Context: an optimization exercise on an open-source flow, tuned for small area and few clock cycles. The choices shown serve that exercise and are no tape-out recipe.
The RTL was checked by simulation tests, not by an equivalence proof against the original design.
No run shown here takes its clock network from TritonCTS; it comes from the design's own scripts or RTL.
The flow treats the clock pin as an ideal source. Dropping or thinning the clock tree relies on that and would not hold on a real chip.
No activity file was given, so power comes from the tool's default toggle rates.

===== flow/flow/run.sh =====
#!/bin/bash
# Layout flow: the standard flow (standard.sh) with
#  - synthesis mapped by several area-oriented ABC scripts, keeping the
#    smallest netlist (flow/my_synth.tcl, flow/s*.script),
#  - port buffers of the smallest buffer cell, repair aiming at the
#    library limits themselves (CAP_MARGIN, SLEW_MARGIN 0 in config.mk),
#  - a clock tree made by hand (flow/manual_cts.tcl, sourced before ORFS's
#    CTS step, replaces clock_tree_synthesis): 6 clkbuf_16 leaf buffers,
#    each for a sixth of the registers, fed by one clkbuf_8.
# Each tool's output goes to a log file in this folder (ORFS's own logs
# stay under orfs/logs).
set -e
W=$(pwd)
sed "s#SYNTH_SCRIPT=[^ ]*#SYNTH_SCRIPT=$W/flow/my_synth.tcl#" standard.sh > my_standard.sh
export MY_ABC_SCRIPTS="$(ls $W/flow/s*.script | tr '\n' ' ')"
export BUFFER_PORTS_ARGS="-buffer_cell sky130_fd_sc_hd__buf_1"
export PRE_CTS_TCL=$W/flow/manual_cts.tcl
export CTS_GROUPS=6
export CTS_CELL=sky130_fd_sc_hd__clkbuf_16
export CTS_ROOT=sky130_fd_sc_hd__clkbuf_8
bash my_standard.sh > standard.log 2>&1

===== flow/flow/manual_cts.tcl =====
# Clock tree made by hand: the register clock pins are split by placement
# into CTS_GROUPS groups of nearly equal size (halving along x, then y, ...),
# and each group gets one clock buffer at the centre of its pins, driven
# straight from the clock port.
proc mcts_split {pins n axis} {
  if {$n <= 1 || [llength $pins] < 2} { return [list $pins] }
  set idx [expr {$axis eq "x" ? 1 : 2}]
  set sorted [lsort -real -index $idx $pins]
  set n1 [expr {$n / 2}]
  set k [expr {int(round([llength $sorted] * double($n1) / $n))}]
  set a [lrange $sorted 0 [expr {$k - 1}]]
  set b [lrange $sorted $k end]
  set nx [expr {$axis eq "x" ? "y" : "x"}]
  return [concat [mcts_split $a $n1 $nx] [mcts_split $b [expr {$n - $n1}] $nx]]
}
proc clock_tree_synthesis {args} {
  set ngroups [expr {[info exists ::env(CTS_GROUPS)] ? $::env(CTS_GROUPS) : 4}]
  set cell [expr {[info exists ::env(CTS_CELL)] ? $::env(CTS_CELL) : "sky130_fd_sc_hd__clkbuf_16"}]
  set block [ord::get_db_block]
  foreach clk [all_clocks] {
    foreach src [get_property $clk sources] {
      set net_name [get_full_name $src]
      set net [$block findNet $net_name]
      set pins {}
      foreach pin [get_pins -of_objects [get_nets $net_name]] {
        if {[get_property $pin direction] ne "input"} { continue }
        set it [sta::sta_to_db_pin $pin]
        set loc [[$it getInst] getLocation]
        lappend pins [list $pin [lindex $loc 0] [lindex $loc 1]]
      }
      set groups [mcts_split $pins $ngroups x]
      set gi 0
      foreach g $groups {
        set names {}
        set sx 0; set sy 0
        foreach p $g { lappend names [lindex $p 0]; set sx [expr {$sx + [lindex $p 1]}]; set sy [expr {$sy + [lindex $p 2]}] }
        set cnt [llength $g]
        set dbu [$block getDbUnitsPerMicron]
        set cx [expr {double($sx) / $cnt / $dbu}]
        set cy [expr {double($sy) / $cnt / $dbu}]
        puts "manual CTS: group $gi, $cnt clock pins, buffer at ($cx, $cy)"
        insert_buffer -buffer_cell $cell -net $net_name -load_pins $names \
          -location [list $cx $cy] -buffer_name "clkbuf_m_$gi" -net_name "clk_m_$gi"
        incr gi
      }
      if {[info exists ::env(CTS_ROOT)] && $::env(CTS_ROOT) ne ""} {
        set loads {}
        set sx 0; set sy 0
        foreach pin [get_pins -of_objects [get_nets $net_name]] {
          if {[get_property $pin direction] ne "input"} { continue }
          set loc [[[sta::sta_to_db_pin $pin] getInst] getLocation]
          set sx [expr {$sx + [lindex $loc 0]}]; set sy [expr {$sy + [lindex $loc 1]}]
          lappend loads $pin
        }
        set dbu [$block getDbUnitsPerMicron]
        set cx [expr {double($sx) / [llength $loads] / $dbu}]
        set cy [expr {double($sy) / [llength $loads] / $dbu}]
        puts "manual CTS: root buffer for [llength $loads] buffers at ($cx, $cy)"
        insert_buffer -buffer_cell $::env(CTS_ROOT) -net $net_name -load_pins $loads \
          -location [list $cx $cy] -buffer_name "clkbuf_m_root" -net_name "clk_m_root"
      }
    }
  }
  set_propagated_clock [all_clocks]
}

===== flow/flow/my_synth.tcl =====
# synth_recipe.tcl, except that Yosys's abc maps the logic with each of the
# ABC scripts named in $MY_ABC_SCRIPTS (flow/s*.script) and keeps the
# smallest result. Registers are mapped before abc, so they come out as in
# the standard synthesis.
proc synth {args} { yosys synth -nofsm -noshare {*}$args }
proc abc_area_now {} {
  set libargs {}
  foreach lib $::env(LIB_FILES) { lappend libargs -liberty $lib }
  set s [tee -q -s result.string stat {*}$libargs]
  if {[regexp {Chip area for module '[^']*': ([0-9.]+)} $s -> a]} { return $a }
  return 1e18
}
proc abc {args} {
  set i [lsearch $args -script]
  if {$i < 0 || ![info exists ::env(MY_ABC_SCRIPTS)]} { yosys abc {*}$args; return }
  yosys design -save pre_abc
  set best 1e18
  foreach scr $::env(MY_ABC_SCRIPTS) {
    yosys design -load pre_abc
    set a $args
    lset a [expr {$i+1}] $scr
    yosys abc {*}$a
    set area [abc_area_now]
    puts "MY_ABC: $scr -> $area"
    if {$area < $best} { set best $area; yosys design -save best_abc }
  }
  yosys design -load best_abc
  puts "MY_ABC: kept $best"
}
source $::env(SCRIPTS_DIR)/synth.tcl
# left out here: clear keep_hierarchy, flatten, clean up, hide names made inside functions, write 1_2_yosys.v

===== flow/flow/s01.script =====
strash
dc2
&get -n
&st
&dch
&nf -a
&put
topo
dnsize

===== flow/flow/s02.script =====
strash
dc2
&get -n
&st
&dch
&nf -a -p -F 8 -A 4 -C 32
&put
topo
dnsize

===== flow/flow/s03.script =====
strash
dc2
dch -f
map -a
amap
topo
dnsize

===== flow/flow/s04.script =====
strash
dc2
&get -n
&st
&dch
&nf -a
&put
strash
dc2
&get -n
&st
&dch
&nf -a
&put
topo
dnsize

===== flow/flow/s05.script =====
strash
dch
map -a
topo
dnsize

===== flow/flow/s06.script =====
strash
dc2
&get -n
&st
&synch2
&nf -a -p
&put
topo
dnsize

===== flow/flow/s07.script =====
strash
&get -n
&st
&dch
&nf -a
&put
topo
dnsize

===== flow/flow/s08.script =====
strash
dc2
dc2
&get -n
&st
&dch -f
&nf -a -p
&put
topo
dnsize

===== flow/flow/s09.script =====
strash
dc2
&get -n
&st
&dch
&nf -a -p -E 10
&put
topo
dnsize

===== flow/flow/s10.script =====
strash
dc2
&get -n
&st
&dch
&nf -a -p -L 2
&put
topo
dnsize

===== flow/flow/s11.script =====
strash
dc2
&get -n
&st
&dch
&nf -a -p -k
&put
strash
dch -f
map -a
topo
dnsize

===== flow/flow/s12.script =====
strash
ifraig
dc2
&get -n
&st
&dch
&nf -a -p
&put
topo
dnsize

===== flow/flow/s13.script =====
strash
dc2
&get -n
&st
&syn2
&dch
&nf -a -p
&put
topo
dnsize

===== flow/flow/s14.script =====
strash
dc2
&get -n
&st
&dch
&nf -a -p
&put
strash
dc2
&get -n
&st
&dch
&nf -a -p
&put
strash
dc2
&get -n
&st
&dch
&nf -a -p
&put
topo
dnsize

===== flow/flow/s15.script =====
strash
dc2
dch -f
map -a
strash
dc2
&get -n
&st
&dch
&nf -a -p
&put
topo
dnsize

===== flow/flow/s16.script =====
strash
&get -n
&st
&deepsyn -T 10
&put
dc2
&get -n
&st
&dch
&nf -a -p
&put
strash
dc2
&get -n
&st
&dch
&nf -a -p
&put
topo
dnsize

===== flow/flow/s17.script =====
strash
dc2
&get -n
&st
&dch
&nf -a -p -R 50
&put
topo
dnsize

===== flow/flow/s18.script =====
strash
dc2
&get -n
&st
&dch
&nf -a -p
&put
strash
dc2
&get -n
&st
&dch
&nf -a -p
&put
strash
dc2
&get -n
&st
&dch
&nf -a -p
&put
strash
dc2
&get -n
&st
&dch
&nf -a -p
&put
topo
dnsize

===== flow/standard.sh =====
#!/bin/bash
# synth_recipe.tcl (not shown) runs the flow's synth.tcl, then flattens the netlist and writes it again
# the make line also repeats each setting of config.mk as NAME=value (left out here)
make -C /OpenROAD-flow-scripts/flow DESIGN_CONFIG=/design/flow/config.mk WORK_HOME=/design/flow/orfs CLKGATE_MAP_FILE= SYNTH_SCRIPT=/design/flow/synth_recipe.tcl "${@:-finish}"

===== flow/config.mk =====
export PLATFORM = sky130hd
export DESIGN_NAME = frame_codec
export DESIGN_NICKNAME = frame_codec
export VERILOG_FILES = /design/flow/design.v
export SDC_FILE = /design/flow/constraint.sdc
export NUM_CORES = 4
export LEC_CHECK = 0
export CAP_MARGIN = 0
export CORE_MARGIN = 2
export CORE_UTILIZATION = 55
export PLACE_DENSITY = 0.75
export SLEW_MARGIN = 0

===== flow/constraint.sdc =====
create_clock -name core_clock -period 7.0 [get_ports {clk}]
set_input_delay 1.4000 -clock core_clock [delete_from_list [all_inputs] [get_ports {clk}]]
set_output_delay 1.4000 -clock core_clock [all_outputs]
set_load 0.01 [all_outputs]

===== flow/design.v =====
module fc_crc_byte (
    input  wire [15:0] crc_in,
    input  wire [7:0]  d,
    output wire [15:0] crc_out
);
    wire [15:0] r [0:8];
    assign r[0] = crc_in;
    genvar i;
    generate
        for (i = 0; i < 8; i = i + 1) begin : g_step
            wire fb = r[i][15] ^ d[7-i];
            assign r[i+1] = {r[i][14:12], r[i][11] ^ fb, r[i][10:5], r[i][4] ^ fb,
                             r[i][3:0], fb};
        end
    endgenerate
    assign crc_out = r[8];
endmodule
module fc_ripple #(parameter W = 8) (
    input  wire [W-1:0] a,
    input  wire [W-1:0] b,
    input  wire         ci,
    output wire [W-1:0] s,
    output wire         co
);
    wire [W:0] c;
    assign c[0] = ci;
    genvar i;
    generate
        for (i = 0; i < W; i = i + 1) begin : g_bit
            assign s[i]   = a[i] ^ b[i] ^ c[i];
            assign c[i+1] = (a[i] & b[i]) | (c[i] & (a[i] ^ b[i]));
        end
    endgenerate
    assign co = c[W];
endmodule
module fc_encoder (
    input  wire        clk,
    input  wire        rst,
    input  wire        mode,           
    input  wire        tx_valid,
    output wire        tx_ready,
    input  wire [15:0] tx_type,
    input  wire [15:0] tx_len,
    input  wire        txd_valid,
    output wire        txd_ready,
    input  wire [7:0]  txd_data,
    output wire        enc_valid,
    input  wire        enc_ready,
    output wire [7:0]  enc_data,
    output wire        enc_last
);
    localparam [3:0] S_IDLE = 4'd0,
                     S_SOF  = 4'd1,
                     S_H0   = 4'd2,
                     S_H1   = 4'd3,
                     S_H2   = 4'd4,
                     S_H3   = 4'd5,
                     S_PL   = 4'd6,
                     S_C0   = 4'd7,
                     S_C1   = 4'd8,
                     S_EOF  = 4'd9;
    reg [3:0]  state;
    reg        esc_phase;    
    reg [15:0] cnt;          
    reg        f_mode;
    reg [15:0] acc;
    reg        c;            
    reg        p;            
    reg [7:0] dbyte;
    always @(*) begin
        case (state)
            S_H2:    dbyte = cnt[15:8];
            S_H3:    dbyte = cnt[7:0];
            S_PL:    dbyte = txd_data;
            default: dbyte = 8'h00;
        endcase
    end
    wire [7:0] a_hi = acc[15:8];
    wire [7:0] b_lo = acc[7:0];
    wire [7:0] s;
    wire       co;
    fc_ripple #(8) u_add (.a(a_hi), .b(dbyte), .ci(c), .s(s), .co(co));
    wire [15:0] crc_nx;
    fc_crc_byte u_crc (.crc_in(acc), .d(dbyte), .crc_out(crc_nx));
    wire       a_ff   = (a_hi == 8'hFF);
    wire       b_ff   = (b_lo == 8'hFF);
    wire       sel_b  = p && (state == S_C0);
    wire [7:0] inc_in = sel_b ? b_lo : a_hi;
    wire       inc_ci = sel_b ? (c && a_ff) : c;
    wire [7:0] inc_s;
    fc_ripple #(8) u_inc (.a(inc_in), .b(8'h00), .ci(inc_ci), .s(inc_s), .co());
    wire       around = !sel_b && c && a_ff && b_ff;
    wire [7:0] cs_raw = {inc_s[7:1], inc_s[0] | around};
    wire       is_cs  = (state == S_C0) || (state == S_C1);
    wire [7:0] cs_byte = cs_raw ^ {8{f_mode}};
    wire       is_flag  = (state == S_SOF) || (state == S_EOF) || (state == S_IDLE);
    wire [7:0] tfix = {b_lo[3], b_lo[2], b_lo[1], b_lo[0] ^ b_lo[2] ^ b_lo[7],
                       b_lo[1] ^ b_lo[6], b_lo[0] ^ b_lo[5], b_lo[4], b_lo[3]};
    wire       t_crc1   = (state == S_H1) && !f_mode;
    wire       is_type  = (state == S_H0) || (state == S_H1);
    wire [7:0] type_byte = a_hi ^ (tfix & {8{t_crc1}});
    wire [7:0] cur_byte = is_cs ? cs_byte : is_flag ? 8'h7E :
                          is_type ? type_byte : dbyte;
    wire needs_esc = !is_flag && (cur_byte == 8'h7E || cur_byte == 8'h7D);
    assign enc_valid = (state != S_IDLE) && (state != S_PL || txd_valid);
    assign enc_data  = needs_esc ? (esc_phase ? (cur_byte ^ 8'h20) : 8'h7D) : cur_byte;
    assign enc_last  = (state == S_EOF);
    wire fire      = enc_valid && enc_ready;
    wire byte_done = fire && (!needs_esc || esc_phase);
    assign tx_ready  = (state == S_IDLE);
    assign txd_ready = (state == S_PL) && enc_ready && (!needs_esc || esc_phase);
    wire is_data   = (state == S_H0 || state == S_H1 || state == S_H2 ||
                      state == S_H3 || state == S_PL);
    wire sum_step  = byte_done && ((is_data && f_mode) || (state == S_C0 && !p));
    wire crc_step  = byte_done && is_data && !f_mode;
    always @(posedge clk) begin
        if (state == S_IDLE) begin
            acc <= tx_type;
            c   <= 1'b0;
            p   <= 1'b0;
        end else if (sum_step) begin
            acc <= {b_lo, s};
            c   <= co;
            p   <= ~p;
        end else if (crc_step) begin
            acc <= crc_nx;
        end
    end
    always @(posedge clk) begin
        if (rst) begin
            state     <= S_IDLE;
            esc_phase <= 1'b0;
        end else begin
            if (fire && needs_esc && !esc_phase)
                esc_phase <= 1'b1;
            else if (byte_done)
                esc_phase <= 1'b0;
            case (state)
                S_IDLE: if (tx_valid) begin
                    cnt    <= tx_len;
                    f_mode <= mode;
                    state  <= S_SOF;
                end
                S_SOF: if (byte_done) state <= S_H0;
                S_H0:  if (byte_done) state <= S_H1;
                S_H1:  if (byte_done) state <= S_H2;
                S_H2:  if (byte_done) state <= S_H3;
                S_H3:  if (byte_done) begin
                    cnt <= cnt - 16'd1;
                    state <= (cnt == 16'd0) ? S_C0 : S_PL;
                end
                S_PL:  if (byte_done) begin
                    cnt <= cnt - 16'd1;
                    if (cnt == 16'd0) state <= S_C0;
                end
                S_C0:  if (byte_done) state <= S_C1;
                S_C1:  if (byte_done) state <= S_EOF;
                S_EOF: if (byte_done) state <= S_IDLE;
                default: state <= S_IDLE;
            endcase
        end
    end
endmodule
module fc_decoder (
    input  wire        clk,
    input  wire        rst,
    input  wire        mode,           
    input  wire        rx_valid,
    input  wire [7:0]  rx_data,
    input  wire        rx_last,
    output wire        pl_valid,
    output wire [7:0]  pl_data,
    output reg         done,
    output reg  [2:0]  status,
    output wire [15:0] type_out,
    output wire [15:0] len_out,
    output wire        mode_flip       
);
    localparam [2:0] ST_OK       = 3'd0,
                     ST_NOFRAME  = 3'd1,
                     ST_DANGLING = 3'd2,
                     ST_HDRSHORT = 3'd3,
                     ST_LENSHORT = 3'd4,
                     ST_CHECKSUM = 3'd5;
    localparam [1:0] P_HUNT  = 2'd0,    
                     P_IN    = 2'd1,    
                     P_AFTER = 2'd2;    
    localparam [2:0] Q_PAY  = 3'd4,     
                     Q_CS1  = 3'd5,     
                     Q_FULL = 3'd6;     
    reg [1:0]  phase;
    reg        first;          
    reg [1:0]  tcode;          
    reg        esc_pending;
    reg [2:0]  pos;
    reg [15:0] cnt;            
    reg [15:0] f_type;
    reg [15:0] f_len;
    reg [15:0] crc;
    reg [15:0] sum;
    reg        c0;             
    reg        c8;             
    reg        bad;            
    wire [1:0] ph          = first ? P_HUNT : phase;
    wire       is_flag     = (rx_data == 8'h7E);
    wire       u_valid     = rx_valid && (ph == P_IN) && !is_flag &&
                             (esc_pending || rx_data != 8'h7D);
    wire [7:0] u_data      = {rx_data[7:6], rx_data[5] ^ esc_pending, rx_data[4:0]};
    wire       take        = u_valid && (pos != Q_FULL);
    wire       hdr         = !pos[2];
    wire       cnt_zero    = (cnt == 16'd0);
    wire       in_pl       = (pos == Q_PAY) && !cnt_zero;
    wire       cs0         = (pos == Q_PAY) && cnt_zero;
    wire       cs1         = (pos == Q_CS1);
    wire [1:0] rcode = (rx_data[7:2] == 6'b100000) ? rx_data[1:0] : 2'd3;
    assign pl_valid = take && in_pl;
    assign pl_data  = u_data;
    wire [15:0] crc_nx;
    fc_crc_byte u_crc (.crc_in(crc), .d(u_data), .crc_out(crc_nx));
    wire        lo   = hdr ? pos[0] : (f_len[0] ^ cnt[0]);
    wire        w_lo = cs1 || (lo && !cs0);
    wire [7:0]  w_l  = u_data & {8{w_lo}};
    wire [7:0]  w_h  = u_data & {8{!w_lo}};
    wire [15:0] sum_nx;
    wire        c0_nx, c8_nx;
    fc_ripple #(8) u_add_l (.a(sum[7:0]),  .b(w_l), .ci(c0), .s(sum_nx[7:0]),  .co(c8_nx));
    fc_ripple #(8) u_add_h (.a(sum[15:8]), .b(w_h), .ci(c8), .s(sum_nx[15:8]), .co(c0_nx));
    wire byte_ff = (u_data == 8'hFF);
    wire closed = (phase == P_AFTER);
    wire full   = (pos == Q_FULL);
    wire crc_ok = (crc == 16'd0);
    wire frm_ok = (sum[15:9] == 7'h7F) && (sum[8] ^ c8) &&
                  (sum[7:1] == 7'h7F) && (sum[0] ^ c0) && !bad;
    wire cs_any = crc_ok || frm_ok;
    always @(*) begin
        if (!closed)                status = (tcode == 2'd3) ? ST_NOFRAME : ST_OK;
        else if (esc_pending)       status = ST_DANGLING;
        else if (hdr)               status = ST_HDRSHORT;
        else if (!full)             status = ST_LENSHORT;
        else if (cs_any)            status = ST_OK;
        else                        status = ST_CHECKSUM;
    end
    assign mode_flip = done && closed && !esc_pending && full &&
                       cs_any && (mode ? !frm_ok : !crc_ok);
    assign type_out = closed ? f_type : {8'h00, 6'b100000, tcode};
    assign len_out  = closed ? f_len : 16'h0000;
    always @(posedge clk) begin
        if (rst) begin
            first <= 1'b1;
            done  <= 1'b0;
        end else begin
            done <= rx_valid && rx_last;
            if (rx_valid)
                first <= rx_last;
        end
    end
    always @(posedge clk) begin
        if (rx_valid) begin
            if (first)
                tcode <= rcode;
            case (ph)
                P_HUNT: begin
                    phase <= is_flag ? P_IN : P_HUNT;
                    if (is_flag) esc_pending <= 1'b0;
                end
                P_IN: if (is_flag) begin
                    phase <= P_AFTER;
                end else begin
                    phase <= P_IN;
                    if (esc_pending)
                        esc_pending <= 1'b0;
                    else if (rx_data == 8'h7D)
                        esc_pending <= 1'b1;
                end
                default: phase <= P_AFTER;
            endcase
        end
        if (rx_valid && ph == P_HUNT && is_flag) begin
            pos <= 3'd0;
            crc <= 16'h0000;
            sum <= 16'h0000;
            c0  <= 1'b0;
            c8  <= 1'b0;
        end else if (take) begin
            crc <= crc_nx;
            sum <= sum_nx;
            c0  <= c0_nx;
            c8  <= c8_nx;
            if (!in_pl)
                pos <= pos + 3'd1;
        end
        if (take) begin
            case (pos)
                3'd0: f_type[15:8] <= u_data;
                3'd1: f_type[7:0]  <= u_data;
                3'd2: begin f_len[15:8] <= u_data; cnt[15:8] <= u_data; end
                3'd3: begin f_len[7:0]  <= u_data; cnt[7:0]  <= u_data; end
                default: ;
            endcase
            if (in_pl)
                cnt <= cnt - 16'd1;
            if (cs0)
                bad <= byte_ff && (sum != 16'h0000 || c0 || c8);
            if (cs1)
                bad <= bad && byte_ff;
        end
    end
endmodule
module frame_codec (
    input  wire        clk,
    input  wire        rst,
    input  wire        mode_wr,
    input  wire        mode_wdata,
    output wire        mode,
    input  wire        tx_valid,
    output wire        tx_ready,
    input  wire [15:0] tx_type,
    input  wire [15:0] tx_len,
    input  wire        txd_valid,
    output wire        txd_ready,
    input  wire [7:0]  txd_data,
    output wire        enc_valid,
    input  wire        enc_ready,
    output wire [7:0]  enc_data,
    output wire        enc_last,
    input  wire        rx_valid,
    input  wire [7:0]  rx_data,
    input  wire        rx_last,
    output wire        rxd_valid,
    output wire [7:0]  rxd_data,
    output wire        dec_done,
    output wire [2:0]  dec_status,
    output wire [15:0] dec_type,
    output wire [15:0] dec_len
);
    reg  mode_reg;
    reg  wr_last;
    wire mode_flip;
    wire mode_now = mode_reg ^ (mode_flip && !wr_last);
    always @(posedge clk) begin
        if (rst)
            mode_reg <= 1'b0;
        else if (mode_wr)
            mode_reg <= mode_wdata;
        else
            mode_reg <= mode_now;
        wr_last <= mode_wr;
    end
    assign mode = mode_now;
    fc_encoder u_enc (
        .clk       (clk),
        .rst       (rst),
        .mode      (mode_now),
        .tx_valid  (tx_valid),
        .tx_ready  (tx_ready),
        .tx_type   (tx_type),
        .tx_len    (tx_len),
        .txd_valid (txd_valid),
        .txd_ready (txd_ready),
        .txd_data  (txd_data),
        .enc_valid (enc_valid),
        .enc_ready (enc_ready),
        .enc_data  (enc_data),
        .enc_last  (enc_last)
    );
    fc_decoder u_dec (
        .clk       (clk),
        .rst       (rst),
        .mode      (mode_reg),
        .rx_valid  (rx_valid),
        .rx_data   (rx_data),
        .rx_last   (rx_last),
        .pl_valid  (rxd_valid),
        .pl_data   (rxd_data),
        .done      (dec_done),
        .status    (dec_status),
        .type_out  (dec_type),
        .len_out   (dec_len),
        .mode_flip (mode_flip)
    );
endmodule

==> metrics.md, run 1 <==
| Metric | Value |
|---|---|
| Startpoint types | register |
| Vias per cell | 5.80 |
| Largest delay contributor family on the critical path | simple AND/OR/NAND/NOR gates |
| Drt wl/cell | 16.9 um |
| Worst skew pair latency | around 0.4 ns |
| Peak supply drop | roughly 310 uV |
| Die width | between 100 and 150 um |
| All-layer global routing usage | 25.0% |
| Switching share of power | 42.4% |
| Initial core utilization | 56.4% |
| Final WL | 19100 um |
| Synth Area per Inst | between 9 and 10 sq um |
| Slowest CP cell | dfxtp_1 |
| Die H | 124 um |
| Layout cells sized above 1 | 2.65% |
| Pwr Density | 399 mW/mm^2 |
| DRT iter0 DRCs | 704 |
| Mapped Cells | 816 |
| RSZ-0062 raised after global routing | no |
| Most used cell along the critical path | ha_1 |
| # IOs | 115 |
| Worst-path clk slew | 0.10 ns |
| Final Cell Area | 0.00874 sq mm |
| WP data arrival | 4.89 ns |
| Core area | around 0.014 sq mm |
| Nets | around 1000 |
| Leak pwr | 0.00299 uW |
| Clock skew | 0.0144 ns |
| Residual DRC | 0 |
| Internal power | 2010 uW |
| Clk pwr share | 11.6% |
| Type of the worst min-delay path | register to register |
| Hold_buf cts | 0 |
| Area Overhead vs Synth | 11.3% |
| Fillcell total | 1218 |
| Via count | 6521 |
| Asr flop ratio synth | 0% |
| Gr ovfl total | 0 |
| Pins Over Slew Limit | 0 |
| Post-Place Cell Area | 0.00858 sq mm |
| DP HPWL | 13800 um |
| MaxCap Viol Count | 0 |
| Critical path endpoint category | output pin |
| Total negative slack | 0 ns |
| Fin. Hold Viols | 0 |
| Largest net degree at the start of global routing | 64 |
| Synth top area share | 33.3% |
| Post-synthesis sequential area ratio | 45.5% |
| IO buf count | 114 |
| Post-synth EDFFs | 87 |
| Max Fanout on Critical Path | 12 |
| CP Cell Sequence | nand2b_1 > nor2_1 > nand2_1 > mux2_1 > ha_1 > ha_1 > ha_1 > ha_1 > ha_1 > ha_1 > xor2_1 > xnor2_1 > a221o_1 > nand3b_1 > or3_1 > or2_0 > and3_1 > buf_1 |
| Fmax achieved | between 150 and 200 MHz |
| DRT antenna net count | 0 |
| Leading cell type by number of instances after synthesis | nor2_1 |
| Ys flop type | edfxtp_1 |
| Slew headroom | 17.7% |
| First-pass GRT wire length | 30600 um |
| Synth cell types | 51 |
| Status | complete, no violations |
| CP Data Required Time | 5.60 ns |
| Yosys top cell by area | edfxtp_1 |
| Syn nets | 913 |
| Comb power frac | 48.0% |
| Die Area | 0.0153 sq mm |
| Final period util | 89.9% |
| RD Place Congestion | about 0.95 |
| CP max stage delay | around 0.44 ns |
| Sw Pwr | 1480 uW |
| Synth top area cells | edfxtp_1 33%, dfxtp_1 12%, fa_1 5.4% |
| FF+latch count, synth | roughly 140 |
| Reg power frac | 40.5% |
| Post-CTS sizing | 0 |
| Diodes inserted | 0 |
| Drt pass-1 iters | 7 |
| # rows | 43 |
| Crit path time final | 6.29 ns |
| Buf/Inv on CP | 1 |
| Final setup viols | 0 |
| Worst slew pin tran | ~1.2 ns |
| Postcts setup bufs | 0 |
| Yosys warns | 4 |
| Post-Synthesis Cell Area | 0.00786 sq mm |
| CP Class | register to output pin |
| List of most frequent post-synthesis cells | 104 x nor2_1, 87 x edfxtp_1, 78 x o21ai_0, 66 x nand2_1, 64 x a21oi_1 |
| Vias in the first global route | 6139 |
| Initial antenna violation count | 0 |
==> cells by family after synthesis <==
| logic type | Yosys count | share of synthesized area [%] |
|---|---|---|
| and+or+nand+nor | 323 | 20.3 |
| AOI/OAI and AO/OA | 193 | 14.0 |
| DFF | 135 | 45.5 |
| xor gates and xnor gates | 78 | 8.70 |
| buffers and inverters | 41 | 2.29 |
| adders and majority gates | 40 | 8.38 |
| muxes | 6 | 0.844 |
==> path summary, 6_finish.rpt <==
path         cells after the start                      to                   startpoint  slack, ns
max                             18               txd_ready  u_enc.state[3]$_SDFFE_PP0P_       0.71
min                              1    u_enc.p$_SDFFE_PP0P_         u_enc.p$_SDFFE_PP0P_       0.51
max reg2reg                     22  u_enc.acc[7]$_DFFE_PP_  u_enc.state[3]$_SDFFE_PP0P_       1.17
min reg2reg                      1    u_enc.p$_SDFFE_PP0P_         u_enc.p$_SDFFE_PP0P_       0.51
==> worst register-to-register path, stage by stage, from the launching register on <==
cell      delay [ns]
dfxtp_1         0.44
nand2b_1        0.32
nor2_1          0.09
nand2_1         0.37
mux2_1          0.37
ha_1            0.18
ha_1            0.19
ha_1            0.19
ha_1            0.20
ha_1            0.19
ha_1            0.18
xor2_1          0.15
xnor2_1         0.15
a221o_1         0.31
nand3b_1        0.15
or3_1           0.39
or2_0           0.28
nand2_1         0.21
or2_0           0.59
nand2_1         0.23
o21ai_0         0.16
xnor2_1         0.15
a21oi_1         0.08
==> power by group through the flow <==
stage	logic [uW]	registers, uW	clock network (uW)
2_1_floorplan	1290	1340	0
3_3_place_gp	1620	1420	0
3_5_place_dp	1670	1420	0
4_1_cts	1680	1400	413
5_1_grt	1900	1440	439
6_report	1670	1410	404
==> metal layers <==
| layer | track usage [%] | wire (um) | vias up |
|---|---|---|---|
| met4 | 4.69 | 354 | 0 |
| met2 | 44.2 | 9170 | 245 |
| met3 | 3.23 | 1250 | 28 |
| li1 | - | - | 3180 |
| met1 | 33.3 | 8290 | 3068 |
| met5 | 0 | 0 | - |
==> layout by cell type, fill, tap and decap left out, types with 3 or more instances in the layout <==
cell type    n
buf_1      114
nor2_1     104
edfxtp_1    87
o21ai_0     77
nand2_1     66
a21oi_1     64
dfxtp_1     48
xnor2_1     45
and2_0      41
clkinv_1    34
xor2_1      33
fa_1        21
ha_1        19
nor3_1      18
nor4_1      15
a31oi_1     15
buf_4       15
nand3_1     12
or3_1       11
nand4_1     10
nand2b_1     9
nor2b_1      9
or2_0        7
clkbuf_16    6
mux2_1       5
and3_1       4
a21o_1       4
a222oi_1     4
a32oi_1      4
or4_1        3
o31ai_1      3
o21a_1       3
a22oi_1      3
==> through the flow <==
stage,worst slack [ns],hold WS [ns],utilization (%),std cells,total power [uW]
final,0.709,0.509,62.7,1125,3490
after CTS,0.731,0.506,62.7,1125,3500
after global placement,1.30,0.472,61.6,1118,3040
after detailed placement,1.20,0.486,61.6,1118,3090
after global routing,0.374,0.545,62.7,1125,3780
after floorplan,0.318,0.444,-,816,2630
==> area by class of cell, clock buffers not listed <==
| cell class | instances | area (sq um) | area share [%] |
|---|---|---|---|
| Tap cell | 180 | 225 | 2.58 |
| Inverter | 34 | 128 | 1.46 |
| Multi-Input combinational cell | 640 | 4110 | 47.0 |
| Sequential cell | 135 | 3570 | 40.9 |
| Timing Repair Buffer | 129 | 541 | 6.18 |
Testbench counts, summed over its fixed seeds: cycles 22,351.
==> run 2, diff against run 1 <==
--- a/flow/config.mk
+++ b/flow/config.mk
@@ -8,5 +8,5 @@
 export CAP_MARGIN = 0
 export CORE_MARGIN = 2
-export CORE_UTILIZATION = 55
-export PLACE_DENSITY = 0.75
+export CORE_UTILIZATION = 40
+export PLACE_DENSITY = 0.6
 export SLEW_MARGIN = 0
removed: flow/flow/s17.script
removed: flow/flow/s18.script
==> run 2 against run 1 <==
  * Largest cell class unchanged
  * Sequential share of layout area fell by 0.63 points
  * Worst hold slack worse by 0.026 ns
  * Area after synthesis is 0.11% higher
  * Worst setup slack lost 0.18 ns
  * Largest power group is now registers
  * Critical endpoint unchanged
  * Synthesized cell count shrank 4.7%
  * Maximum frequency is 2.8% lower
  * Critical path depth fell by 3
  * Utilization decreased by 17 points
==> metrics.md, run 2 <==
| Metric | Value |
|---|---|
| Switching share of power | 36.5% (-5.9 points) |
| Reg power frac | 49.3% (+8.8 points) |
| Most frequent cells in the layout | 114 x buf_1, 87 x edfxtp_1, 70 x nor2_1 |
| Asr flop ratio synth | 0% (unchanged) |
| Layout cells sized above 1 | 3.08% (+0.43 points) |
| Fin cells | 1174 (+4.4%) |
| Die width | 144 um (+17%) |
| Via count | 6264 (-3.9%) |
| Place WS | 1.02 ns (-0.185 ns) |
| First-pass GRT wire length | 32300 um (+5.8%) |
| Initial core utilization | 40.5% (-16 points) |
| Worst skew pair latency | 0.42 ns (+0.02 ns) |
| Busiest grt layer | met2 |
| Worst-path clk slew | 0.09 ns (about the same) |
| Comb power frac | 34.1% (-14 points) |
| Nets | 1008 (-3.4%) |
| Startpoint types | register |
| Pins Over Slew Limit | 0 (unchanged) |
| Fmax achieved | 154 MHz (-2.8%) |
| # rows | 51 (+19%) |
| Internal power | 1570 uW (-22%) |
| Commonest non-fill, non-tap cell in the layout | buf_1 |
| CP Class | register to output pin |
| Final core area utilization | 45.8% (-17 points) |
| Syn nets | 875 (-4.2%) |
| List of most frequent post-synthesis cells | 87 x edfxtp_1, 70 x nor2_1, 67 x nand2_1, 54 x o21ai_0, 48 x dfxtp_1 |
| Final WL | 20400 um (+6.9%) |
| Pwr Density | 279 mW/mm^2 (-30%) |
| FF+latch count, synth | 135 (unchanged) |
| Critical path endpoint category | output pin |
| Clock skew | 0.0163 ns (+0.00194 ns) |
| DP HPWL | 15100 um (+9.3%) |
| Area Overhead vs Synth | 12.9% |
| Post-CTS sizing | 0 (unchanged) |
| Synth top area cells | edfxtp_1 33%, dfxtp_1 12%, fa_1 5.3% |
| Final setup viols | 0 (unchanged) |
| Dpl cells | 1167 (+4.4%) |
| Final period util | 92.5% (+2.6 points) |
| Initial antenna violation count | 0 (unchanged) |
| Max Fanout on Critical Path | 14 (+2) |
| RSZ-0062 raised after global routing | no |
| RD Place Congestion | 0.891 (-6.3%) |
| Post-synth EDFFs | 87 (unchanged) |
| Crit path time final | 6.48 ns (+0.184 ns) |
| All-layer global routing usage | 19.5% (-5.5 points) |
| Post-synthesis sequential area ratio | 45.4% (-0.051 points) |
| Synth Area per Inst | 10.1 sq um (+5.0%) |
| Final Cell Area | 0.00888 sq mm (+1.6%) |
| Hold_buf cts | 0 (unchanged) |
| Met2 global-route usage | 34.5% (-9.7 points) |
| Leading cell type by number of instances after synthesis | edfxtp_1 |
| Gr ovfl total | 0 (unchanged) |
| WP data arrival | 5.08 ns (+0.19 ns) |
| Status | complete, no violations |
| Post-Synthesis Cell Area | 0.00786 sq mm (+0.11%) |
| Die Area | 0.0208 sq mm (+36%) |
| # IOs | 115 (unchanged) |
| Yosys top cell by area | edfxtp_1 |
| Clk pwr share | 16.5% (+4.9 points) |
| CP Data Required Time | 5.60 ns (about the same) |
| GRT met1 Usage | 26.9% (-6.4 points) |
| Residual DRC | 0 (unchanged) |
| Leak pwr | 0.00305 uW (+2.0%) |
| Synth cell types | 59 (+16%) |
| Largest net degree at the start of global routing | 36 (-44%) |
| Sw Pwr | 902 uW (-39%) |
| Postcts setup bufs | 0 (unchanged) |
| IO buf count | 114 (unchanged) |
| Peak supply drop | 207 uV (-34%) |
| Routing usage on met3 | 1.16% (-2.1 points) |
| Total negative slack | 0 ns (unchanged) |
| Yosys warns | 4 (unchanged) |
| Vias per cell | 5.34 (-8.0%) |
| DRT iter0 DRCs | 484 (-31%) |
| Core area | 0.0194 sq mm (+39%) |
| Post-Place Cell Area | 0.00872 sq mm (+1.6%) |
| Drt pass-1 iters | 9 (+2) |
| Fin. Hold Viols | 0 (unchanged) |
| Slew headroom | 26.6% (+8.9 points) |
| Synth top area share | 33.2% (-0.037 points) |
| Diodes inserted | 0 (unchanged) |
| Worst slew pin tran | 1.10 ns (-0.127 ns) |
| Drt wl/cell | 17.4 um (+2.5%) |
| Final worst slack | 0.525 ns (-0.184 ns) |
| Mapped Cells | 778 (-4.7%) |
| DRT antenna net count | 0 (unchanged) |
| Vias in the first global route | 5952 (-3.0%) |
| MaxCap Viol Count | 0 (unchanged) |
| Type of the worst min-delay path | register to register |
| Die H | 144 um (+17%) |
| Ys flop type | edfxtp_1 |
[run 2: changes by cell type in the layout (fill, tap and decap cells not counted), sizes merged, moves of 5 or more]
cell	before	now
nand2b	9	14
nor2	104	70
nor3b	2	7
a22o	2	10
o21ai	78	54
mux2i	1	6
xor2	33	22
xnor2	45	36
a21oi	64	33
a221o	2	7
[run 2: final cells by class, clock buffers not listed]
cell class | count | area [sq um]
Fill cell | 1942 | 10500
Inverter | 38 | 143
Multi-Input combinational cell | 598 | 4110
Sequential cell | 135 | 3570
Tap cell | 265 | 332
Timing Repair Buffer | 131 | 556
[run 2: through the flow]
step / hold WS (ns) / power [uW]
global route: 0.515 / 2650
CTS: 0.485 / 2490
global placement: 0.468 / 2070
finish: 0.483 / 2470
detailed placement: 0.469 / 2080
floorplan: 0.447 / 1810
[run 2: kinds of logic (layout without fill, tap and decap cells)]
family | Yosys count | after routing | synth area share, %
AO/OA/AOI/OAI | 176 | 176 | 14.7
XOR/XNOR | 59 | 59 | 6.76
adder cells (fa/ha/maj) | 40 | 40 | 8.37
buffers and inverters | 45 | 176 | 2.48
flip-flops | 135 | 135 | 45.4
multiplexers | 12 | 12 | 1.62
AND/OR/NAND/NOR | 311 | 311 | 20.6
[run 2: power groups by stage]
stage / clock network (uW) / registers, uW / logic [uW]
6_report: 409 / 1220 / 844
5_1_grt: 447 / 1240 / 962
4_1_cts: 427 / 1220 / 850
3_5_place_dp: 0 / 1230 / 845
3_3_place_gp: 0 / 1240 / 837
2_1_floorplan: 0 / 1170 / 646
[run 2: critical path, cell delays in order, from the launching register on]
cell       delay, ns
dfxtp_1         0.55
nand4b_1        0.28
nor2_1          0.61
mux2_1          0.40
ha_1            0.19
ha_1            0.19
ha_1            0.19
ha_1            0.19
ha_1            0.19
ha_1            0.28
a21o_1          0.16
o221ai_1        0.20
and4b_1         0.25
o2111ai_1       0.45
and3_1          0.38
buf_1           0.12
[run 2: final timing paths]
check / to / slack, ns / from / cells after the start
min: u_dec.crc[3]$_SDFFE_PP0P_ / 0.48 / u_dec.crc[3]$_SDFFE_PP0P_ / 2
min reg2reg: u_dec.crc[3]$_SDFFE_PP0P_ / 0.48 / u_dec.crc[3]$_SDFFE_PP0P_ / 2
max reg2reg: u_enc.acc[8]$_DFFE_PP_ / 1.35 / u_enc.state[0]$_SDFFE_PP0P_ / 17
max: txd_ready / 0.52 / u_enc.state[0]$_SDFFE_PP0P_ / 15
[run 2: metal layers]
layer | share of wire, % | up-vias
li1 | - | 3118
met1 | 44 | 2948
met4 | 1.9 | 0
met3 | 5.1 | 23
met2 | 49 | 175
met5 | 0 | -
==> run 3, diff against run 2 <==
--- a/flow/design.v
+++ b/flow/design.v
@@ -291,11 +291,8 @@
         end
         if (take) begin
-            case (pos)
-                3'd0: f_type[15:8] <= u_data;
-                3'd1: f_type[7:0]  <= u_data;
-                3'd2: begin f_len[15:8] <= u_data; cnt[15:8] <= u_data; end
-                3'd3: begin f_len[7:0]  <= u_data; cnt[7:0]  <= u_data; end
-                default: ;
-            endcase
+            if (hdr)
+                {f_type, f_len} <= {f_type[7:0], f_len, u_data};
+            if (pos[2:1] == 2'b01)
+                cnt <= {cnt[7:0], u_data};
             if (in_pl)
                 cnt <= cnt - 16'd1;
==> flow/flow/s17.script (new file) <==
strash
dc2
&get -n
&st
&dch
&nf -a -p -R 50
&put
topo
dnsize
==> flow/flow/s18.script (new file) <==
strash
dc2
&get -n
&st
&dch
&nf -a -p
&put
strash
dc2
&get -n
&st
&dch
&nf -a -p
&put
strash
dc2
&get -n
&st
&dch
&nf -a -p
&put
strash
dc2
&get -n
&st
&dch
&nf -a -p
&put
topo
dnsize
--- a/flow/config.mk
+++ b/flow/config.mk
@@ -9,4 +9,5 @@
 export CORE_MARGIN = 2
 export CORE_UTILIZATION = 40
+export GPL_TIMING_DRIVEN = 0
 export PLACE_DENSITY = 0.6
 export SLEW_MARGIN = 0
==> run 3 against run 2 <==
  * Design area decreased by 0.44%
  * Critical path type unchanged
  * Clock power up 2%
  * Worst hold slack worse by 0.039 ns
  * Utilization is essentially flat
  * Highest routed layer unchanged
  * Combinational power rose by 82%
==> metrics.md, run 3 <==
| Metric | Value |
|---|---|
| Drt pass-1 iters | 5 (-4) |
| Ys flop type | edfxtp_1 |
| Final period util | 91.5% (-1.0 points) |
| Clk pwr share | 12.5% (-4.0 points) |
| Die Area | 0.0207 sq mm (-0.29%) |
| Internal power | 1940 uW (+23%) |
| CP Class | register to output pin |
| Max Used Layer | met4 |
| RD Place Congestion | 0.823 (-7.7%) |
| R2R Setup Slk | 1.08 ns (-0.27 ns) |
| Vias in the first global route | 5976 (+0.40%) |
| MaxCap Viol Count | 0 (unchanged) |
| Fin. Hold Viols | 0 (unchanged) |
| Switching share of power | 41.9% (+5.5 points) |
| Mapped Cells | 824 (+5.9%) |
| Die H | 144 um (-0.15%) |
| Final worst slack | 0.598 ns (+0.0732 ns) |
| Worst skew pair latency | 0.41 ns (about the same) |
| Total stage count of the critical path | 19 (+4) |
| M1 wire length | 8760 um (-2.9%) |
| Most used cell along the critical path | ha_1 |
| First-pass GRT wire length | 31400 um (-2.9%) |
| Slowest CP cell | nor4_1 |
| Pwr Density | 377 mW/mm^2 (+35%) |
| Gr ovfl total | 0 (unchanged) |
| Routed wl met3 | 872 um (-16%) |
| # rows | 51 (unchanged) |
| Hold_buf cts | 0 (unchanged) |
| Startpoint types | register |
| Fin cells | 1215 (+3.5%) |
| Final WL | 20000 um (-1.9%) |
| Syn nets | 920 (+5.1%) |
| Largest delay contributor family on the critical path | simple AND/OR/NAND/NOR gates |
| CP Data Required Time | 5.60 ns (about the same) |
| Critical path endpoint category | output pin |
| Total negative slack | 0 ns (unchanged) |
| Synth top area cells | edfxtp_1 33%, dfxtp_1 12%, nor2_1 5.8% |
| Buf/Inv on CP | 1 (unchanged) |
| Commonest non-fill, non-tap cell in the layout | nor2_1 |
| RSZ-0062 raised after global routing | no |
| Final setup viols | 0 (unchanged) |
| Fmax achieved | 156 MHz (+1.1%) |
| Worst slew pin tran | 1.27 ns (+0.177 ns) |
| FF-to-FF path depth | 17 (unchanged) |
| Final core area utilization | 45.7% (-0.050 points) |
| Crit path time final | 6.40 ns (-0.0732 ns) |
| Type of the worst min-delay path | register to register |
| All-layer global routing usage | 18.9% (-0.61 points) |
| Postcts setup bufs | 0 (unchanged) |
| Synth top area share | 33.3% (+0.10 points) |
| Area Overhead vs Synth | 12.8% |
| Asr flop ratio synth | 0% (unchanged) |
| HP Start | u_dec.f_type[4]$_DFFE_PP_ |
| IO buf count | 114 (unchanged) |
| Initial core utilization | 40.5% (about the same) |
| Synth cell types | 49 (-17%) |
| Final Cell Area | 0.00884 sq mm (-0.44%) |
| Comb power frac | 46.0% (+12 points) |
| Status | complete, no violations |
| Hold Path Stages | 0 (-2) |
| Core area | 0.0193 sq mm (-0.33%) |
| Drt wl/cell | 16.5 um (-5.2%) |
| Yosys warns | 4 (unchanged) |
| Routed wl met2 | 9960 um (+0.34%) |
| Die width | 144 um (-0.15%) |
| # IOs | 115 (unchanged) |
| Dpl cells | 1207 (+3.4%) |
| Most frequent cells in the layout | 119 x nor2_1, 114 x buf_1, 87 x edfxtp_1 |
| Largest net degree at the start of global routing | 59 (+64%) |
| Slew headroom | 15.0% (-12 points) |
| WP data arrival | 5.00 ns (-0.08 ns) |
| Post-Place Cell Area | 0.00867 sq mm (-0.47%) |
| Via count | 6347 (+1.3%) |
| Max Fanout on Critical Path | 12 (-2) |
| Post-CTS sizing | 0 (unchanged) |
| Nets | 1047 (+3.9%) |
| Fillcell total | 1934 (-0.41%) |
| Reg2reg start | u_dec.cnt[8]$_DFFE_PP_ |
| DRT iter0 DRCs | 405 (-16%) |
| Peak supply drop | 164 uV (-21%) |
| Vias per cell | 5.22 (-2.1%) |
| Worst Setup SP | u_enc.state[0]$_SDFFE_PP0P_ |
| DRT antenna net count | 0 (unchanged) |
| Clock skew | 0.0127 ns (-0.00362 ns) |
| List of most frequent post-synthesis cells | 122 x nor2_1, 87 x edfxtp_1, 76 x a21oi_1, 67 x o21ai_0, 61 x nand2_1 |
| Yosys top cell by area | edfxtp_1 |
| Sw Pwr | 1400 uW (+55%) |
| CP max stage delay | 0.79 ns (+0.18 ns) |
| Synth Area per Inst | 9.51 sq um (-5.9%) |
| FF+latch count, synth | 135 (unchanged) |
| Post-synthesis sequential area ratio | 45.6% (+0.14 points) |
| DP HPWL | 14500 um (-3.7%) |
| Pins Over Slew Limit | 0 (unchanged) |
| Reg power frac | 41.5% (-7.8 points) |
| Layout cells sized above 1 | 2.53% (-0.55 points) |
| Residual DRC | 0 (unchanged) |
| CP Cell Sequence | nand2_1 > nor2_1 > nand2_1 > nor2_1 > a21oi_1 > ha_1 > ha_1 > ha_1 > ha_1 > ha_1 > ha_1 > ha_1 > xnor2_1 > xnor2_1 > o21ai_0 > nand3b_1 > nor4_1 > o21bai_1 > buf_1 |
| Initial antenna violation count | 1 (+1) |
| Leading cell type by number of instances after synthesis | nor2_1 |
| Worst-path clk slew | 0.10 ns (about the same) |
| Post-synth EDFFs | 87 (unchanged) |
| Leak pwr | 0.00302 uW (-1.2%) |
| Place WS | 1.03 ns (+0.0117 ns) |
| Post-Synthesis Cell Area | 0.00784 sq mm (-0.30%) |
run 3: cell count changes in the layout (fill, tap and decap cells not counted), sizes merged, moves of 6 or more:
cell   previous run  this run
xor2             22        35
buf             131       125
and2             43        32
o21ai            54        67
xnor2            36        43
a21oi            33        76
nand2            67        61
a22o             10         0
a221o             7         0
nor2             70       122
run 3: logic make-up after synthesis:
kind of cell	Yosys count	share of synthesized area [%]
AO/OA/AOI/OAI	192	13.8
XOR/XNOR	78	8.71
adder cells (fa/ha/maj)	39	8.23
buffers and inverters	44	2.44
flip-flops	135	45.6
multiplexers	7	0.973
AND/OR/NAND/NOR	329	20.2
run 3: layer usage:
layer	track usage, %	up-vias
li1	-	3183
met1	25.2	2987
met2	33.9	147
met3	1.59	30
met4	3.56	0
met5	0	-
run 3: final timing paths:
kind / to
worst max-delay path: enc_data[5]
worst min register to register: u_dec.f_type[12]$_DFFE_PP_
worst max register to register: u_dec.sum[7]$_SDFFE_PP0P_
worst min-delay path: u_dec.f_type[12]$_DFFE_PP_
run 3: per-stage QoR:
step | hold slack [ns] | total power, uW
after floorplan | 0.417 | 2510
after detailed placement | 0.428 | 2930
after global routing | 0.455 | 3620
final | 0.444 | 3340
after global placement | 0.423 | 2900
after CTS | 0.440 | 3370
run 3: cell type report, clock buffers not listed:
cell class                 instances  area [sq um]  area share, %
timing repair buffer             118           480           5.43
sequential                       135          3570           40.4
antenna                            1          2.50         0.0283
inverter                          37           139           1.57
buffer                             7          52.6          0.594
multi-input combinational        645          4100           46.3
tap                              265           332           3.75
run 3: power groups by stage:
stage	Combinational [uW]	Clock [uW]	Sequential, uW
after floorplan	1210	0	1310
after global placement	1500	0	1400
after detailed placement	1540	0	1390
after CTS	1550	436	1380
after global routing	1760	456	1410
final	1540	416	1380
Testbench counts of run 3, summed over its fixed seeds: cycles 22,351.
==> run 4, diff against run 3 <==
--- a/flow/config.mk
+++ b/flow/config.mk
@@ -8,6 +8,5 @@
 export CAP_MARGIN = 0
 export CORE_MARGIN = 2
-export CORE_UTILIZATION = 40
-export GPL_TIMING_DRIVEN = 0
-export PLACE_DENSITY = 0.6
+export CORE_UTILIZATION = 65
+export PLACE_DENSITY = 0.8
 export SLEW_MARGIN = 0
==> run 4 against run 3 <==
  * Still clean
  * Via count grew 3.1%
  * Clock power shrank 2%
  * Flip-flop and latch count unchanged
  * Design area is 2.3% lower
  * Critical path depth is the same
  * Maximum frequency increased by 2.7%
  * Total power rose by 0.54%
  * Die area is 38% lower
  * Worst hold slack got worse by 0.0070 ns
  * Register-to-register slack improved by 0.17 ns
  * First-iteration DRC count up 24%
  * Critical path type unchanged
  * Largest power group unchanged
==> metrics.md, run 4 <==
| Metric | Value |
|---|---|
| # rows | 40 (-22%) |
| Final core area utilization | 72.5% (+27 points) |
| DRT antenna net count | 0 (unchanged) |
| Internal power | 1940 uW (about the same) |
| Commonest non-fill, non-tap cell in the layout | nor2_1 |
| Yosys warns | 4 (unchanged) |
| DRT iter0 DRCs | 503 (+24%) |
| Type of the worst min-delay path | register to register |
| FF-to-FF path depth | 17 (unchanged) |
| Worst skew pair latency | 0.41 ns (about the same) |
| Leading cell type by number of instances after synthesis | nor2_1 |
| All-layer global routing usage | 29.3% (+10 points) |
| Total negative slack | 0 ns (unchanged) |
| Pwr Density | 388 mW/mm^2 (+2.9%) |
| DP HPWL | 14100 um (-2.9%) |
| Diodes inserted | 0 (-1) |
| CP Class | register to output pin |
| Post-CTS sizing | 0 (unchanged) |
| Critical path endpoint category | output pin |
| Largest delay contributor family on the critical path | simple AND/OR/NAND/NOR gates |
| RD Place Congestion | 0.957 (+16%) |
| Startpoint types | register |
| Postcts setup bufs | 0 (unchanged) |
| Final WL | 19200 um (-4.1%) |
| CP Data Required Time | 5.60 ns (about the same) |
| Pwr Total | 3350 uW (+0.54%) |
| Switching share of power | 42.2% (+0.28 points) |
| HP Start | u_dec.f_len[15]$_DFFE_PP_ |
| Area Overhead vs Synth | 10.1% |
| Worst slew pin tran | 1.14 ns (-0.134 ns) |
| Synth top area cells | edfxtp_1 33%, dfxtp_1 12%, nor2_1 5.8% |
| Initial antenna violation count | 0 (-1) |
| Gr ovfl total | 0 (unchanged) |
| Sw Pwr | 1420 uW (+1.2%) |
| Synth top area share | 33.3% (unchanged) |
| Final setup viols | 0 (unchanged) |
| Synth Area per Inst | 9.51 sq um (unchanged) |
| Initial core utilization | 65.8% (+25 points) |
| Status | complete, no violations |
| Via count | 6546 (+3.1%) |
| Clk pwr share | 12.2% (-0.3 points) |
| Pins Over Slew Limit | 0 (unchanged) |
| Largest net degree at the start of global routing | 38 (-36%) |
| CP max stage delay | 0.58 ns (-0.21 ns) |
| Layout cells sized above 1 | 1.90% (-0.63 points) |
| CP Cell Sequence | nand2_1 > nor2_1 > nand2_1 > nor2_1 > a21oi_1 > ha_1 > ha_1 > ha_1 > ha_1 > ha_1 > ha_1 > ha_1 > xnor2_1 > xnor2_1 > o21ai_0 > nand3b_1 > nor4_1 > o21bai_1 > buf_1 |
| Buf/Inv on CP | 1 (unchanged) |
| Reg power frac | 41.3% (-0.2 points) |
| Fin. Hold Viols | 0 (unchanged) |
| Comb power frac | 46.5% (+0.5 points) |
| Most frequent cells in the layout | 120 x nor2_1, 114 x buf_1, 87 x edfxtp_1 |
| Residual DRC | 0 (unchanged) |
| Final period util | 89.0% (-2.4 points) |
| Slowest CP cell | nor4_1 |
| Nets | 1045 (-0.19%) |
| Post-synth EDFFs | 87 (unchanged) |
| Drt wl/cell | 17.5 um (+6.5%) |
| Core area | 0.0119 sq mm (-38%) |
| Worst r2r dst | u_dec.sum[7]$_SDFFE_PP0P_ |
| Ys flop type | edfxtp_1 |
| Hold endpoint | u_dec.f_type[7]$_DFFE_PP_ |
| Leak pwr | 0.00300 uW (-0.59%) |
| Drt pass-1 iters | 6 (+1) |
| FF+latch count, synth | 135 (unchanged) |
| Fmax achieved | 160 MHz (+2.7%) |
| Die Area | 0.0130 sq mm (-38%) |
| Clock skew | 0.0142 ns (+0.00147 ns) |
| WP data arrival | 4.83 ns (-0.17 ns) |
| Post-Synthesis Cell Area | 0.00784 sq mm (unchanged) |
| Peak supply drop | 219 uV (+34%) |
| Vias in the first global route | 6472 (+8.3%) |
| List of most frequent post-synthesis cells | 122 x nor2_1, 87 x edfxtp_1, 76 x a21oi_1, 67 x o21ai_0, 61 x nand2_1 |
| Most used cell along the critical path | ha_1 |
| Post-synthesis sequential area ratio | 45.6% (unchanged) |
| Hold Path Stages | 0 (unchanged) |
| Hold_buf cts | 0 (unchanged) |
| Syn nets | 920 (unchanged) |
| Die width | 114 um (-21%) |
| Worst-path clk slew | 0.10 ns (about the same) |
| Max Fanout on Critical Path | 12 (unchanged) |
| First-pass GRT wire length | 31300 um (-0.46%) |
| Die H | 114 um (-21%) |
| MaxCap Viol Count | 0 (unchanged) |
| Slew headroom | 24.1% (+9.1 points) |
| RSZ-0062 raised after global routing | no |
| # IOs | 115 (unchanged) |
| Mapped Cells | 824 (unchanged) |
| IO buf count | 114 (unchanged) |
| Yosys top cell by area | edfxtp_1 |
| Crit path time final | 6.23 ns (-0.169 ns) |
| Synth cell types | 49 (unchanged) |
| Vias per cell | 5.98 (+15%) |
| Reg2reg start | u_dec.cnt[8]$_DFFE_PP_ |
| R2R Setup Slk | 1.25 ns (+0.17 ns) |
| Worst Setup SP | u_enc.state[1]$_SDFFE_PP0P_ |
| Asr flop ratio synth | 0% (unchanged) |
## run 4: worst max-delay path by stage
stage,endpoint,slack [ns],cells after the start
4_1_cts,enc_data[5],0.82,19
6_report,enc_data[5],0.77,19
5_1_grt,enc_data[5],0.32,19
3_3_place_gp,u_dec.sum[7]$_SDFFE_PP0P_,1.46,17
2_1_floorplan,u_dec.sum[7]$_SDFFE_PP0P_,1.73,17
3_5_place_dp,u_dec.sum[7]$_SDFFE_PP0P_,1.27,17
## run 4: area by class of cell, clock buffers not listed
type | count | area, sq um
Inverter | 37 | 139
Timing Repair Buffer | 123 | 495
Fill cell | 946 | 3280
Multi-Input combinational cell | 645 | 4080
Sequential cell | 135 | 3570
Tap cell | 147 | 184
## run 4: logic make-up after synthesis
group	after synthesis	synth area share, %
buffers and inverters	44	2.44
adder cells (fa/ha/maj)	39	8.23
AO/OA/AOI/OAI	192	13.8
multiplexers	7	0.973
flip-flops	135	45.6
AND/OR/NAND/NOR	329	20.2
XOR/XNOR	78	8.71
## run 4: metal layers
layer	track usage, %	vias to the layer above	part of all wire [%]
li1	-	3180	-
met1	37.1	3128	41
met2	53.9	200	51
met3	2.44	38	5.0
met4	8.54	0	2.8
met5	0	-	0
## run 4: power groups by stage
stage / clock network [uW] / registers (uW) / logic (uW)
5_1_grt: 432 / 1410 / 1770
3_5_place_dp: 0 / 1390 / 1540
6_report: 407 / 1380 / 1560
2_1_floorplan: 0 / 1310 / 1210
4_1_cts: 413 / 1380 / 1550
3_3_place_gp: 0 / 1380 / 1480
## run 4: stage by stage
step | hold WS, ns | worst slack [ns] | std cells | area (sq um)
6_report | 0.437 | 0.767 | 1094 | 8640
3_5_place_dp | 0.428 | 1.27 | 1087 | 8470
2_1_floorplan | 0.417 | 1.73 | 824 | 7840
5_1_grt | 0.453 | 0.324 | 1094 | 8640
4_1_cts | 0.441 | 0.823 | 1094 | 8640
3_3_place_gp | 0.420 | 1.46 | 1087 | 8470
## run 4: worst register-to-register path: stages (launching register included)
cell and delay [ns]:
edfxtp_1 0.46, or4_1 0.60, nor3b_1 0.38, nand3_1 0.16, o211ai_1 0.23, and2_0 0.47, nand2b_1 0.20, fa_1 0.19
clkinv_1 0.08, fa_1 0.42, fa_1 0.42, fa_1 0.42, fa_1 0.44, fa_1 0.41, clkinv_1 0.07, fa_1 0.19
fa_1 0.42, a21oi_1 0.12
==> run 5, diff against run 4 <==
--- a/flow/config.mk
+++ b/flow/config.mk
@@ -8,5 +8,5 @@
 export CAP_MARGIN = 0
 export CORE_MARGIN = 2
-export CORE_UTILIZATION = 65
-export PLACE_DENSITY = 0.8
+export CORE_UTILIZATION = 55
+export PLACE_DENSITY = 0.75
 export SLEW_MARGIN = 0
==> run 5 against run 4 <==
  * Flip-flop and latch count did not move
  * Utilization fell by 10 points
  * Total power fell by 0.34%
  * Synthesized cell count did not move
  * Design area rose by 0.25%
  * Clock power fell by 1%
  * Via count rose by 0.50%
  * Worst setup slack improved by 0.13 ns
  * Critical path type unchanged
  * Largest cell class unchanged
==> metrics.md, run 5 <==
| Metric | Value |
|---|---|
| Total negative slack | 0 ns (unchanged) |
| Residual DRC | 0 (unchanged) |
| Asr flop ratio synth | 0% (unchanged) |
| Drt pass-1 iters | 8 (+2) |
| Via count | 6579 (+0.50%) |
| FF-to-FF path depth | 17 (unchanged) |
| Hold Path Stages | 0 (unchanged) |
| Final Cell Area | 0.00866 sq mm (+0.25%) |
| DRT iter0 DRCs | 604 (+20%) |
| Routed wl met2 | 8880 um (-9.2%) |
| Final period util | 87.1% (-1.9 points) |
| Post-Synth Adder-Cell Area | 8.23% (unchanged) |
| Yosys top cell by area | edfxtp_1 |
| Slew headroom | 18.1% (-6.0 points) |
| Synth top area cells | edfxtp_1 33%, dfxtp_1 12%, nor2_1 5.8% |
| Post-Synthesis Cell Area | 0.00784 sq mm (unchanged) |
| Pwr Total | 3340 uW (-0.34%) |
| Yosys warns | 4 (unchanged) |
| Die Area | 0.0152 sq mm (+18%) |
| Synth top area share | 33.3% (unchanged) |
| Compound-cell area share of the yosys netlist | 13.8% (unchanged) |
| Hold endpoint | u_dec.f_len[15]$_DFFE_PP_ |
| Initial core utilization | 56.5% (-9.3 points) |
| Final worst slack | 0.902 ns (+0.135 ns) |
| Mapped Cells | 824 (unchanged) |
| Routed wl met3 | 1260 um (+32%) |
| RD Place Congestion | 0.950 (-0.75%) |
| Crit path time final | 6.10 ns (-0.135 ns) |
| CP Data Required Time | 5.60 ns (about the same) |
| Type of the worst min-delay path | register to register |
| Reg2reg start | u_dec.cnt[4]$_DFFE_PP_ |
| Peak supply drop | 248 uV (+13%) |
| Die width | 123 um (+8.4%) |
| Area Overhead vs Synth | 10.4% |
| Worst slew pin tran | 1.23 ns (+0.0878 ns) |
| Initial antenna violation count | 0 (unchanged) |
| Gr ovfl total | 0 (unchanged) |
| Post-synth EDFFs | 87 (unchanged) |
| Pins Over Slew Limit | 0 (unchanged) |
| Worst r2r dst | u_dec.sum[7]$_SDFFE_PP0P_ |
| Final WL | 19000 um (-0.71%) |
| Post-CTS sizing | 0 (unchanged) |
| FF+latch count, synth | 135 (unchanged) |
| CP Class | register to output pin |
| List of most frequent post-synthesis cells | 122 x nor2_1, 87 x edfxtp_1, 76 x a21oi_1, 67 x o21ai_0, 61 x nand2_1 |
| Clock skew | 0.0151 ns (+0.000940 ns) |
| HP Start | u_dec.f_len[7]$_DFFE_PP_ |
| Startpoint types | register |
| Fin. Hold Viols | 0 (unchanged) |
| M1 wire length | 8400 um (+6.2%) |
| Fmax achieved | 164 MHz (+2.2%) |
| Synth Area per Inst | 9.51 sq um (unchanged) |
| First-pass GRT wire length | 30200 um (-3.5%) |
| Final setup viols | 0 (unchanged) |
| WHS | 0.447 ns (+0.0105 ns) |
| All-layer global routing usage | 24.8% (-4.6 points) |
| Synth Area in Simple Gates | 20.2% (unchanged) |
| Register Area | 0.00357 sq mm (unchanged) |
| Die H | 123 um (+8.4%) |
| Vias in the first global route | 6087 (-5.9%) |
| XOR/XNOR Fraction of Synth Area | 8.71% (unchanged) |
| Vias per cell | 5.85 (-2.2%) |
| Worst skew pair latency | 0.40 ns (about the same) |
| Main combinational cell family by area after synthesis | simple AND/OR/NAND/NOR gates |
| Fillcell total | 1235 (+31%) |
| Post-synthesis sequential area ratio | 45.6% (unchanged) |
| MaxCap Viol Count | 0 (unchanged) |
| Most frequent cells in the layout | 120 x nor2_1, 114 x buf_1, 87 x edfxtp_1 |
| Worst-path clk slew | 0.10 ns (about the same) |
| Max Fanout on Critical Path | 12 (unchanged) |
| Ys flop type | edfxtp_1 |
| Core area | 0.0139 sq mm (+17%) |
| Area of the multi-input gates | 0.00408 sq mm (about the same) |
| Syn nets | 920 (unchanged) |
| # rows | 43 (+7.5%) |
| Pwr Density | 386 mW/mm^2 (-0.59%) |
| Max Used Layer | met4 |
| Commonest non-fill, non-tap cell in the layout | nor2_1 |
| Postcts setup bufs | 0 (unchanged) |
| Post-Place Cell Area | 0.00849 sq mm (+0.25%) |
| Drt wl/cell | 16.9 um (-3.4%) |
| Proportion of synthesized area in mux cells | 0.974% (unchanged) |
| Largest net degree at the start of global routing | 59 (+55%) |
| Place WS | 1.26 ns (-0.00370 ns) |
| Synth cell types | 49 (unchanged) |
| DRT antenna net count | 0 (unchanged) |
| WP data arrival | 4.70 ns (-0.13 ns) |
| IO buf count | 114 (unchanged) |
| # IOs | 115 (unchanged) |
| Layout cells sized above 1 | 1.69% (-0.21 points) |
| Leading cell type by number of instances after synthesis | nor2_1 |
| Critical path endpoint category | output pin |
| R2R Setup Slk | 1.18 ns (-0.07 ns) |
| Status | complete, no violations |
| DP HPWL | 13900 um (-1.2%) |
| Leak pwr | 0.00299 uW (-0.45%) |
| RSZ-0062 raised after global routing | no |
| Nets | 1042 (-0.29%) |
| Diodes inserted | 0 (unchanged) |
| Hold_buf cts | 0 (unchanged) |
run 5: cell count changes in the layout (fill, tap and decap cells not counted):
cell and change:
nor2b_1 -1, buf_4 -3, nor2b_2 +1
run 5: kinds of logic (layout without fill, tap and decap cells):
family / after synthesis / in the layout
AOI/OAI and AO/OA: 192 / 192
xor gates and xnor gates: 78 / 78
adders and majority gates: 39 / 39
buffers and inverters: 44 / 164
DFF: 135 / 135
muxes: 7 / 7
and+or+nand+nor: 329 / 329
run 5: power breakdown:
part	leakage [uW]	switching (uW)	internal, uW
sequential	0.00120	269	1120
clock	0.0000811	237	167
combinational	0.00171	904	646
run 5: worst max-delay path by stage:
stage | start | end | slack, ns | cells past startpoint
finish | u_enc.state[1]$_SDFFE_PP0P_ | enc_data[5] | 0.90 | 19
global route | u_enc.state[1]$_SDFFE_PP0P_ | enc_data[5] | 0.35 | 19
CTS | u_enc.state[1]$_SDFFE_PP0P_ | enc_data[5] | 0.96 | 19
detailed placement | u_dec.cnt[8]$_DFFE_PP_ | u_dec.sum[7]$_SDFFE_PP0P_ | 1.26 | 17
global placement | u_dec.cnt[8]$_DFFE_PP_ | u_dec.sum[7]$_SDFFE_PP0P_ | 1.46 | 17
floorplan | u_dec.cnt[8]$_DFFE_PP_ | u_dec.sum[7]$_SDFFE_PP0P_ | 1.73 | 17
run 5: metal layers:
metal  GRT usage [%]  vias up
met5               0        -
met4            6.46        0
met3            2.40       37
met2            39.8      250
met1            36.1     3118
li1                -     3174
run 5: through the flow:
step           std cells  utilization [%]
3_5_place_dp        1117             61.2
3_3_place_gp        1117             61.2
5_1_grt             1124             62.4
2_1_floorplan        824                -
6_report            1124             62.4
4_1_cts             1124             62.4
run 5: layout make-up, clock buffers not listed:
class                      instances  area share, %
tap                              180           2.60
multi-input combinational        645           47.2
inverter                          37           1.60
timing repair buffer             120           5.46
sequential                       135           41.3
run 5: worst max-delay path: stages (launching register included):
cell and delay, ns:
dfxtp_1 0.49, nand2_1 0.14, nor2_1 0.18, nand2_1 0.31, nor2_1 0.19, nor2_1 0.05
ha_1 0.19, ha_1 0.20, ha_1 0.20, ha_1 0.20, ha_1 0.21, ha_1 0.20
ha_1 0.18, xnor2_1 0.17, xnor2_1 0.13, o21ai_0 0.12, nand3b_1 0.23, nor4_1 0.54
o21bai_1 0.19, buf_1 0.16

[separate check: timing with driven ports]
The results above use ideal ports. As a check the final layouts listed here were re-extracted and re-timed, cells and wires unchanged.
Step 1: set_driving_cell puts a clkbuf_16 on clk and a buf_2 on each other input, an assumption about the parent block.
Step 2 times the ports against the registers' clock, not the clock port: input delays grow and output delays shrink by t, the midpoint of the rising clock arrivals with the driver on.
Three values: ideal ports, drivers, drivers and shift; two values: the first two.
run | t, ns | setup WS [ns] | worst hold slack (ns) | worst register clock-pin slew, ns
run 1 | 0.432 | 0.709 / 0.673 / 1.106 | 0.509 / 0.509 / 0.509 | 0.10 / 0.10
run 2 | 0.445 | 0.525 / 0.489 / 0.933 | 0.483 / 0.483 / 0.483 | 0.10 / 0.10
run 3 | 0.447 | 0.598 / 0.557 / 1.004 | 0.444 / 0.444 / 0.444 | 0.10 / 0.10
run 4 | 0.441 | 0.767 / 0.734 / 1.174 | 0.437 / 0.437 / 0.437 | 0.10 / 0.10
run 5 | 0.429 | 0.902 / 0.870 / 1.177 | 0.447 / 0.447 / 0.447 | 0.10 / 0.10
After both steps every run listed still meets setup and hold.
